Context: an optimization exercise on an open-source flow, tuned for small area, a short achievable clock period and few clock cycles. The choices shown serve that exercise and are no tape-out recipe.
At most, simulation tests tie the RTL to the original design; equivalence was not proved.
Power and IR drop assume default switching activity.

Design rtb_arith, start of the top module:
module rtb_arith (
    input  wire        clk,
    input  wire        rst,
    input  wire        in_valid,
    output wire        in_ready,
    input  wire [1:0]  op,
    input  wire [31:0] a,
    input  wire [31:0] b,
    output wire        out_valid,
    output wire [31:0] result,
    output wire        fits
);
    reg        rdy, ov, fit_q;
    reg        s_div, s_mul, s_pre, s_post, first;
    reg        is_f, neg;
    reg        big;         
    reg [4:0]  cnt;
    reg [31:0] d;
    reg [31:0] r;
    reg [31:0] q;
    assign in_ready  = rdy;
    assign out_valid = ov;
    assign result    = q;
    assign fits      = fit_q;
    wire [33:0] w   = {r, q[31:30]};
    wire [35:0] x   = {{2{s_mul & w[33]}}, w};
    wire [35:0] t1  = x - {4'b0000, d};
    wire [35:0] t2  = x - {3'b000, d, 1'b0};
    wire [35:0] c3s = x ^ {4'b1111, ~d} ^ {3'b111, ~d, 1'b1};
    wire [35:0] c3c = (x & {4'b1111, ~d}) | (x & {3'b111, ~d, 1'b1})
                    | ({4'b1111, ~d} & {3'b111, ~d, 1'b1});
    wire [36:0] t3c = {c3s, 1'b1} + {c3c[34:0], 1'b1, 1'b1};    
    wire [35:0] t3  = t3c[36:1];
    wire        g1  = ~t1[35];
    wire        g2  = ~t2[35];
    wire        g3  = ~t3[35];
    wire [1:0]  qd  = {g2, g3 | (g1 & ~g2)};
    wire        s3  = s_mul ? (q[1:0] == 2'd3) : g3;
  ...
clock: 10.0 ns
lec_check: 0
cap_margin: 20
core_margin: 2
core_utilization: 40
place_density: 0.6
slew_margin: 20
standard.sh (not shown) runs the stock make flow with config.mk's settings and CLKGATE_MAP_FILE= SYNTH_SCRIPT=/design/flow/synth_recipe.tcl, a recipe that flattens the netlist after the stock synthesis.
==> flow/flow/run.sh <==
#!/bin/bash
set -euo pipefail
export SETUP_SLACK_MARGIN=6.5
export TNS_END_PERCENT=0
export BUFFER_PORTS_ARGS="-buffer_cell sky130_fd_sc_hd__buf_2"
bash standard.sh > standard.log 2>&1
Testbench counts at the start, summed over its fixed seeds: cycles 34,385.
Next try:
==> flow/flow/run.sh (replaced) <==
#!/bin/bash
set -euo pipefail
export SETUP_SLACK_MARGIN=5.8
export TNS_END_PERCENT=0
export BUFFER_PORTS_ARGS="-buffer_cell sky130_fd_sc_hd__buf_2"
bash standard.sh > standard.log 2>&1
CORE_UTILIZATION = 55   (was 40)
PLACE_DENSITY = 0.7   (was 0.6)
Count of clock-buffer cells in the layout falls by 2.
Utilization rises by 16 points.
Routed wire length falls by 3.2%.
Hold slack improved by 21 ps.
Power rises by 0.47%.
Design area falls by 0.58%.
Register-to-register slack barely changes.

========
Another version of the RTL of rtb_arith (not shown whole).
Size: about 1,600 cells after synthesis, ~110 flip-flops.
make LEC_CHECK=0 CAP_MARGIN=20 CORE_MARGIN=2 CORE_UTILIZATION=40 PLACE_DENSITY=0.6 SETUP_SLACK_MARGIN=5 SLEW_MARGIN=20 finish   # period 10.0 ns
run.sh (not shown) runs the stock make flow with config.mk's settings and CLKGATE_MAP_FILE= SYNTH_SCRIPT=/design/flow/synth_recipe.tcl, a recipe that flattens the netlist after the stock synthesis.
Stock flow here: none of the scripts above is used.
Edit:
--- a/flow/config.mk
+++ b/flow/config.mk
@@ -10,4 +10,3 @@
 export CORE_UTILIZATION = 40
 export PLACE_DENSITY = 0.6
-export SETUP_SLACK_MARGIN = 5
 export SLEW_MARGIN = 20
Effect: Fmax fell by 25%. Final cell count went down by 7.3%. Critical path depth is lower by 2. Routed wire length goes down by 13%. Setup slack gets worse by 1.8 ns. Utilization drops by 9.5 points.
No run of this note included a check of the RTL's function; only the layout flow was run.

========
rtb_arith with an RTL version that a note above also has.
Size: roughly 110 flip-flops, about 100 I/O pins.
==> flow/config.mk <==
export PLATFORM = sky130hd
export DESIGN_NAME = rtb_arith
export DESIGN_NICKNAME = rtb_arith
export VERILOG_FILES = /design/flow/design.v
export SDC_FILE = /design/flow/constraint.sdc
export NUM_CORES = 4
export LEC_CHECK = 0
export CAP_MARGIN = 20
export CORE_MARGIN = 2
export CORE_UTILIZATION = 40
export PLACE_DENSITY = 0.6
export SLEW_MARGIN = 20
==> flow/constraint.sdc <==
create_clock -name core_clock -period 10.0 [get_ports {clk}]
set_input_delay 2.0000 -clock core_clock [delete_from_list [all_inputs] [get_ports {clk}]]
set_output_delay 2.0000 -clock core_clock [all_outputs]
set_load 0.01 [all_outputs]
standard.sh (not shown) runs the stock make flow with config.mk's settings and CLKGATE_MAP_FILE= SYNTH_SCRIPT=/design/flow/synth_recipe.tcl, a recipe that flattens the netlist after the stock synthesis.
==> flow/flow/run.sh <==
#!/bin/bash
set -euo pipefail
export SETUP_SLACK_MARGIN=6.5
export TNS_END_PERCENT=0
export BUFFER_PORTS_ARGS="-buffer_cell sky130_fd_sc_hd__buf_2"
bash standard.sh > standard.log 2>&1
Testbench counts at the start, summed over its fixed seeds: cycles 34,385.
Edit:
==> flow/flow/run.sh (replaced) <==
#!/bin/bash
set -euo pipefail
export SETUP_SLACK_MARGIN=6.5
export TNS_END_PERCENT=0
export BUFFER_PORTS_ARGS="-buffer_cell sky130_fd_sc_hd__buf_4"
bash standard.sh > standard.log 2>&1
Settings changed: ABC_AREA from default to 1.
The changed run completed with no timing, DRC or antenna violations.
Worst hold slack degrades by 63 ps.
Die area grows by 18%.
Sequential share of layout area shrinks by 3.6 points.
Register-to-register slack improves by 700 ps.
Power grows by 9.3%.
Worst setup slack improves by 700 ps.
Cell area grows by 25%.
Wire length grows by 49%.
Cell count grows by 52%.
First-iteration DRC count grows by 28%.
Edit:
==> flow/flow/run.sh (replaced) <==
#!/bin/bash
set -euo pipefail
export SETUP_SLACK_MARGIN=6.5
export TNS_END_PERCENT=0
export BUFFER_PORTS_ARGS="-buffer_cell sky130_fd_sc_hd__buf_2"
bash standard.sh > standard.log 2>&1
Settings changed: ABC_AREA 1 to default, CAP_MARGIN 20 to 0, CORE_UTILIZATION 40 to 55, PLACE_DENSITY 0.6 to 0.7, SLEW_MARGIN 20 to 0.
After rerunning: The changed run passed the timing, DRC and antenna checks; clock skew goes down by 10 ps; final cell count goes down by well over a third; synthesized area goes down by about a fifth; die area goes down by well over a third; non-clock buffer count goes down by 15; worst hold slack improves by 70 ps; combinational power goes down by roughly a tenth.
Edit:
==> flow/flow/run.sh (replaced) <==
#!/bin/bash
set -euo pipefail
export SETUP_SLACK_MARGIN=6.5
export TNS_END_PERCENT=0
export BUFFER_PORTS_ARGS="-buffer_cell sky130_fd_sc_hd__buf_1"
bash standard.sh > standard.log 2>&1
Settings changed: CAP_MARGIN 0 to 20, CORE_UTILIZATION 55 to 40, PLACE_DENSITY 0.7 to 0.6, SLEW_MARGIN 0 to 20.
Fmax shrinks by 2.4%.
Worst setup slack loses 100 ps.
Die area rises by 36%.
Non-clock buffer count came out higher by 10.
Core utilization goes down by 16 points.

========
Starting RTL as in the previous note.
export LEC_CHECK = 0
export CAP_MARGIN = 20
export CORE_MARGIN = 2
export CORE_UTILIZATION = 40
export GPL_TIMING_DRIVEN = 1
export PLACE_DENSITY = 0.75
export SLEW_MARGIN = 20
create_clock -name core_clock -period 10.0 [get_ports {clk}]
==> flow/flow/run.sh <==
#!/bin/bash
set -euo pipefail
export SETUP_SLACK_MARGIN=7
export TNS_END_PERCENT=0
bash standard.sh > standard.log 2>&1
Testbench counts at the start, summed over its fixed seeds: cycles 34,385.
Rerun with:
==> flow/flow/run.sh (replaced) <==
#!/bin/bash
set -euo pipefail
export SETUP_SLACK_MARGIN=6.5
export TNS_END_PERCENT=0
export BUFFER_PORTS_ARGS="-buffer_cell sky130_fd_sc_hd__buf_4"
bash standard.sh > standard.log 2>&1
- GPL_TIMING_DRIVEN: 1 -> not set
- PLACE_DENSITY: 0.75 -> 0.6
After rerunning: The new run finished clean. Combinational power drops by a few percent. Via count drops by a few percent. Wire length drops slightly. Sequential power drops slightly. Synthesized cell count is unchanged.
Rerun with:
==> flow/flow/run.sh (replaced) <==
#!/bin/bash
set -euo pipefail
export SETUP_SLACK_MARGIN=6.5
export TNS_END_PERCENT=0
export BUFFER_PORTS_ARGS="-buffer_cell sky130_fd_sc_hd__buf_2"
bash standard.sh > standard.log 2>&1
- CORE_UTILIZATION: 40 -> 50
- PLACE_DENSITY: 0.6 -> 0.7
What happened: Final area shrinks by a few percent. Count of clock-buffer cells in the layout rises by 1. Die area goes down by about a fifth. Critical path depth came out lower by 2.

========
The RTL this note starts from:
==> flow/design.v <==
module rtb_arith (
    input  wire        clk,
    input  wire        rst,
    input  wire        in_valid,
    output wire        in_ready,
    input  wire [1:0]  op,
    input  wire [31:0] a,
    input  wire [31:0] b,
    output wire        out_valid,
    output wire [31:0] result,
    output wire        fits
);
    reg        rdy, ov, fit_q;
    reg        s_div, s_mul, s_pre, s_post, first;
    reg        is_f, neg;
    reg [4:0]  cnt;
    reg [31:0] d;
    reg [31:0] r;
    reg [31:0] q;
    reg [1:0]  qx;
    assign in_ready  = rdy;
    assign out_valid = ov;
    assign result    = q;
    assign fits      = fit_q;
    wire [32:0] rsh  = {r, q[31]};
    wire [33:0] diff = {1'b0, rsh} - {2'b00, d};
    wire        qb   = ~diff[33];
    wire [31:0] rdiv = qb ? diff[31:0] : rsh[31:0];
    wire skip16 = ~is_f & first & (q[31:16] < d[15:0]);
    wire        bz   = (r[2] & r[1] & r[0]) | ~(r[2] | r[1] | r[0]);
    wire        bneg = r[2] & ~bz;
    wire        b2   = (r[2] ^ r[1]) & ~(r[1] ^ r[0]);
    wire [33:0] pmag = bz ? 34'd0 : (b2 ? {1'b0, d, 1'b0} : {2'b00, d});
    wire [34:0] msum = {qx[1], qx, q} + {bneg, pmag ^ {34{bneg}}} + {34'd0, bneg};
    wire [31:0] qneg = ~q + 32'd1;
    wire        last = (cnt == 5'd1);
    reg [31:0] q_n, r_n;
    reg [1:0]  qx_n;
    always @* begin
        q_n  = {q[30:0], qb};
        r_n  = rdiv;
        qx_n = qx;
        if (rdy) begin
            case (op)
                2'd0: begin q_n = 32'd0;        r_n = {1'b0, a[26:0], 4'd0}; end
                2'd1: begin q_n = 32'h2000_0000; r_n = {6'd0, a[23:0], 2'b00}; qx_n = 2'b00; end
                2'd2: begin q_n = a;            r_n = 32'd0; end
                default: begin q_n = 32'd0;     r_n = 32'd0; end
            endcase
        end else if (s_pre | s_post) begin
            q_n = qneg;
            r_n = 32'd0;
        end else if (s_mul) begin
            {qx_n, q_n} = {msum[34], msum[34:2]};
            r_n = {2'b00, r[31:2]};
        end else if (skip16) begin
            r_n = {16'd0, q[31:16]};
            q_n = {q[15:0], 16'd0};
        end else if (is_f & first & qb) begin
            q_n = 32'd0;
        end
    end
    always @(posedge clk) begin
        q  <= q_n;
        r  <= r_n;
        qx <= qx_n;
        if (rst) begin
            rdy    <= 1'b1;
            ov     <= 1'b0;
            s_div  <= 1'b0;
            s_mul  <= 1'b0;
            s_pre  <= 1'b0;
            s_post <= 1'b0;
        end else begin
            ov <= 1'b0;
            if (rdy && in_valid) begin
                rdy   <= 1'b0;
                fit_q <= 1'b0;
                first <= 1'b1;
                is_f  <= (op == 2'd0);
                neg   <= 1'b0;
                case (op)
                    2'd0: begin
                        d   <= b;
                        cnt <= 5'd25;
                        if (|a[31:27]) begin
                            rdy <= 1'b1;
                            ov  <= 1'b1;
                        end else
                            s_div <= 1'b1;
                    end
                    2'd1: begin
                        d     <= b;
                        cnt   <= 5'd15;
                        s_mul <= 1'b1;
                    end
                    2'd2: begin
                        d   <= {16'd0, b[15:0]};
                        neg <= a[31];
                        cnt <= 5'd32;
                        if (a[31]) s_pre <= 1'b1;
                        else       s_div <= 1'b1;
                    end
                    default: begin
                        rdy <= 1'b1;
                        ov  <= 1'b1;
                    end
                endcase
            end
            if (s_pre) begin
                s_pre <= 1'b0;
                s_div <= 1'b1;
            end
            if (s_div) begin
                cnt   <= cnt - 5'd1;
                first <= 1'b0;
                if (skip16) begin
                    cnt <= 5'd16;
                end else if (is_f && first && qb) begin
                    s_div <= 1'b0;
                    rdy   <= 1'b1;
                    ov    <= 1'b1;
                end else if (last) begin
                    s_div <= 1'b0;
                    fit_q <= is_f;
                    if (neg)
                        s_post <= 1'b1;
                    else begin
                        rdy <= 1'b1;
                        ov  <= 1'b1;
                    end
                end
            end
            if (s_post) begin
                s_post <= 1'b0;
                rdy    <= 1'b1;
                ov     <= 1'b1;
            end
            if (s_mul) begin
                cnt <= cnt - 5'd1;
                if (last) begin
                    s_mul <= 1'b0;
                    rdy   <= 1'b1;
                    ov    <= 1'b1;
                end
            end
        end
    end
endmodule
clock: 10.0 ns
lec_check: 0
cap_margin: 20
core_margin: 2
core_utilization: 40
place_density: 0.6
slew_margin: 20
run.sh (not shown) runs the stock make flow with config.mk's settings and CLKGATE_MAP_FILE= SYNTH_SCRIPT=/design/flow/synth_recipe.tcl, a recipe that flattens the netlist after the stock synthesis.
Stock flow here: none of the scripts above is used.
The baseline went through all stages and came out clean.
Change:
SETUP_SLACK_MARGIN = 5   (was default)
After rerunning: Setup slack is better by 510 ps. Via count is about the same. Routed wire length rose by 0.56%. Power barely changes. Sequential share of layout area barely changes.
Change:
==> flow/flow/run.sh (new file) <==
#!/bin/bash
set -euo pipefail
export SETUP_SLACK_MARGIN=7
bash standard.sh > standard.log 2>&1
==> flow/standard.sh (new file) <==
#!/bin/bash
# synth_recipe.tcl (not shown) runs the flow's synth.tcl, then flattens the netlist and writes it again
# the make line also repeats each setting of config.mk as NAME=value (left out here)
make -C /OpenROAD-flow-scripts/flow DESIGN_CONFIG=/design/flow/config.mk WORK_HOME=/design/flow/orfs CLKGATE_MAP_FILE= SYNTH_SCRIPT=/design/flow/synth_recipe.tcl "${@:-finish}"
SETUP_SLACK_MARGIN = default   (was 5)
removed: flow/run.sh
Result: Design area rose by a quarter to a third; power rose by about a fifth; setup slack gains 660 ps; clock-buffer cell count fell by 2; first-iteration DRC count rose by well over a third; non-clock buffer count rose by 199; routed wire length rose by a quarter to a third; final cell count rose by roughly a tenth; critical path depth rose by 2.
Function was not checked in any run of this note: the RTL went through the layout flow alone.

==> port drivers added, routing unchanged <==
In the flow no input, the clock included, has a driving cell. The finished layouts below were timed again as built, in two steps. Step 1 sets driving cells, clkbuf_16 on the clock port and buf_2 on the other inputs (assumed; they add their load-dependent delay and slew). Step 2 adds t to the input delays and takes it off the output delays; t is the mean of the earliest and latest rising clock arrival at the registers after step 1. Input paths then give back, and output paths get back, about the clock's delay inside the block. Three values: ideal, step 1, step 2; two values: the first two.
| run | t (ns) | slack for setup (ns) | worst setup path at the end |
|---|---|---|---|
| the first run of note 1 | 0.443 | 5.721 / 5.721 / 5.721 | register to register |
| the second run of note 1 | 0.429 | 5.708 / 5.708 / 5.708 | register to register |
| the first run of note 2 | 0.426 | 4.565 / 4.565 / 4.565 | register to register |
| the second run of note 2 | 0.422 | 2.777 / 2.777 / 2.777 | register to register |
| the first run of note 3 | 0.443 | 5.721 / 5.721 / 5.721 | register to register |
| the second run of note 3 | 0.450 | 6.421 / 6.421 / 6.008 | input to register |
| the third run of note 3 | 0.415 | 5.786 / 5.786 / 5.786 | register to register |
| the fourth run of note 3 | 0.438 | 5.682 / 5.682 / 5.682 | register to register |
| the first run of note 4 | 0.423 | 5.701 / 5.701 / 5.405 | input to register |
| the second run of note 4 | 0.436 | 5.745 / 5.745 / 5.745 | register to register |
| the third run of note 4 | 0.425 | 5.684 / 5.684 / 5.684 | register to register |
| the first run of note 5 | 0.413 | 4.862 / 4.862 / 4.862 | register to register |
| the second run of note 5 | 0.415 | 5.375 / 5.375 / 5.170 | input to register |
| the third run of note 5 | 0.411 | 6.036 / 6.036 / 6.036 | register to register |
After both steps every run listed still meets setup and hold. For the second run of note 3, which loses most, drivers alone change the setup slack by 0.000 ns; drivers and shift together by -0.413 ns.
